From an optimization exercise on the open Yosys and OpenROAD flow, aimed at small area; shortcuts taken in it are not production practice. RTL that was checked went through simulation tests only; none was proved equivalent to the original. The clock input has no modelled driver; a real chip could not lean on it and would need a root buffer or a full tree. Power figures rest on the tool's default switching activity, not on a simulated workload.

Setup of harbor:
// caa
module caa (
    input  wire        clk,
    input  wire        rst,
    input  wire        cmd_valid,
    input  wire [23:0] cmd,
    output wire [15:0] cursor_o,
    output wire [15:0] csum_o,
    output wire [15:0] total_o,
    output wire [7:0]  rec_len_o,
    output wire [15:0] rec_addr_o,
    output wire [15:0] rec_csum_o,
    output wire        rec_valid_o,
    output wire [23:0] status_o,
    output wire        err_o,
    output wire [23:0] fcmd_o
);
Size in the first run: roughly 170 I/O pins, about 0.0061 mm^2 of cells after synthesis.
==> module caa_csum_add, before the edit <==
module caa_csum_add (
    input  wire [7:0]  pa,
    input  wire [7:0]  pb,
    input  wire [7:0]  pc,
    input  wire [7:0]  hi,
    output wire [15:0] s
);
    wire [7:0] cs_s = pa ^ pb ^ pc;
    wire [7:0] cs_c = (pa & pb) | (pc & (pa ^ pb));
    wire [8:0] c;
    assign c[0] = 1'b0;
    assign s[0] = cs_s[0];
    assign c[1] = 1'b0;
    genvar i;
    generate
        for (i = 1; i < 8; i = i + 1) begin : g_lo
            assign s[i]   = cs_s[i] ^ cs_c[i-1] ^ c[i];
            assign c[i+1] = (cs_s[i] & cs_c[i-1]) | (c[i] & (cs_s[i] ^ cs_c[i-1]));
        end
    endgenerate
    wire [8:0] hc;
    wire [7:0] h1;
    assign hc[0] = cs_c[7];
    wire [7:0] ones;
    assign ones[0] = 1'b1;
    generate
        for (i = 0; i < 8; i = i + 1) begin : g_hi
            assign h1[i]   = hi[i] ^ hc[i];
            assign hc[i+1] = hi[i] & hc[i];
            if (i > 0) begin : g_ones
                assign ones[i] = ones[i-1] & h1[i-1];
            end
            assign s[8+i] = h1[i] ^ (ones[i] & c[8]);
        end
    endgenerate
endmodule
==> flow/config.mk <==
export PLATFORM = sky130hd
export DESIGN_NAME = caa
export DESIGN_NICKNAME = caa
export VERILOG_FILES = /design/flow/design.v
export SDC_FILE = /design/flow/constraint.sdc
export NUM_CORES = 4
export LEC_CHECK = 0
export CAP_MARGIN = 20
export CORE_MARGIN = 2
export CORE_UTILIZATION = 40
export SLEW_MARGIN = 20
export SYNTH_HIERARCHICAL = 1
==> flow/constraint.sdc <==
create_clock -name core_clock -period 5.0 [get_ports {clk}]
set_input_delay 1.0000 -clock core_clock [delete_from_list [all_inputs] [get_ports {clk}]]
set_output_delay 1.0000 -clock core_clock [all_outputs]
set_load 0.01 [all_outputs]
standard.sh (not shown) runs the stock make flow with config.mk's settings and CLKGATE_MAP_FILE= SYNTH_SCRIPT=/design/flow/synth_recipe.tcl, a recipe that flattens the netlist after the stock synthesis.
==> flow/flow/run.sh <==
#!/bin/bash
# The standard ORFS layout (standard.sh) with two changes: small port
# buffers (buf_1) and, in place of TritonCTS, the two-level clock tree of
# flow/cts_pre.tcl. ORFS writes each tool's log under orfs/logs; make's own
# output goes to standard.log.
set -e
bash standard.sh BUFFER_PORTS_ARGS="-buffer_cell sky130_fd_sc_hd__buf_1" \
  PRE_CTS_TCL="$PWD/flow/cts_pre.tcl" CTS_CLK_NET=clk CTS_K=4 \
  CTS_LEAF_BUF=sky130_fd_sc_hd__clkbuf_16 CTS_ROOT_BUF="sky130_fd_sc_hd__clkbuf_8" \
  finish > standard.log 2>&1
Other scripts of this flow, unchanged in this note and not shown: flow/flow/cts_pre.tcl
What lagoon does differently from harbor at the input level:
--- a/flow/design.v
+++ b/flow/design.v
@@ -246,8 +246,13 @@
             assign s[i]   = cs_s[i] ^ cs_c[i-1] ^ c[i];
             assign c[i+1] = (cs_s[i] & cs_c[i-1]) | (c[i] & (cs_s[i] ^ cs_c[i-1]));
         end
     endgenerate
+    wire [7:4] gp = cs_s[7:4] ^ cs_c[6:3];
+    wire [7:4] gg = cs_s[7:4] & cs_c[6:3];
+    wire g47 = gg[7] | (gp[7] & gg[6]) | (gp[7] & gp[6] & gg[5]) |
+               (gp[7] & gp[6] & gp[5] & gg[4]);
+    wire c8 = g47 | (&gp & c[4]);
     wire [8:0] hc;
     wire [7:0] h1;
     assign hc[0] = cs_c[7];
     wire [7:0] ones;
@@ -258,9 +263,9 @@
             assign hc[i+1] = hi[i] & hc[i];
             if (i > 0) begin : g_ones
                 assign ones[i] = ones[i-1] & h1[i-1];
             end
-            assign s[8+i] = h1[i] ^ (ones[i] & c[8]);
+            assign s[8+i] = h1[i] ^ (ones[i] & c8);
         end
     endgenerate
 endmodule
 module caa_or3sel #(
Compare lagoon and harbor | iteration-0 DRC count of the detailed router higher: harbor. [compare] base=harbor new=lagoon: detailed-routing wirelength on met1 up 110 um; logic gate share of total power up 0.6 points; synthesized cell count up 6; synthesis-to-finish area growth down 0.89 points. In the final design statistics, lagoon uses more standard cells in total than harbor. Critical setup path kind = primary input to flop: harbor; critical setup path kind = flop to flop: lagoon. lagoon against harbor: maximum frequency now larger, met2 layer usage reported by global route has remained practically unchanged. Re total negative slack: no difference whatsoever between lagoon and harbor. Summary: with harbor as the reference, wire length in lagoon moved up slightly.
No functional check of the RTL was part of lagoon. No run of this note takes its clock network from TritonCTS; it comes from the design's own scripts or RTL.

## separate check: timing with driven ports
No port has a modelled driver above. Below, the same layouts with a new extraction and two added sets of constraints.
Step 1 (the two cells are an assumption about what drives the block):
set clk [get_ports {clk}]
set_driving_cell -lib_cell sky130_fd_sc_hd__clkbuf_16 $clk
set_driving_cell -lib_cell sky130_fd_sc_hd__buf_2 [delete_from_list [all_inputs] $clk]
Step 2 times the ports against the registers' clock, not the clock port: input delays grow and output delays shrink by t, the midpoint of the rising clock arrivals with the driver on.
Three values: ideal ports, drivers, drivers and shift; two values: the first two.
run	t (ns)	slack for setup (ns)	latest minus earliest clock arrival (ns)	slew at the worst register clock pin (ns)	cell pins on the clock port's net
harbor	0.435	0.192 / 0.207 / -0.228	0.010 / 0.010	0.12 / 0.12	1
lagoon	0.425	0.276 / 0.276 / -0.072	0.010 / 0.010	0.12 / 0.12	1
Met with ideal ports but missed after step 2: setup timing in harbor and lagoon. For harbor, which loses most, drivers alone change the setup slack by +0.015 ns; drivers and shift together by -0.420 ns.
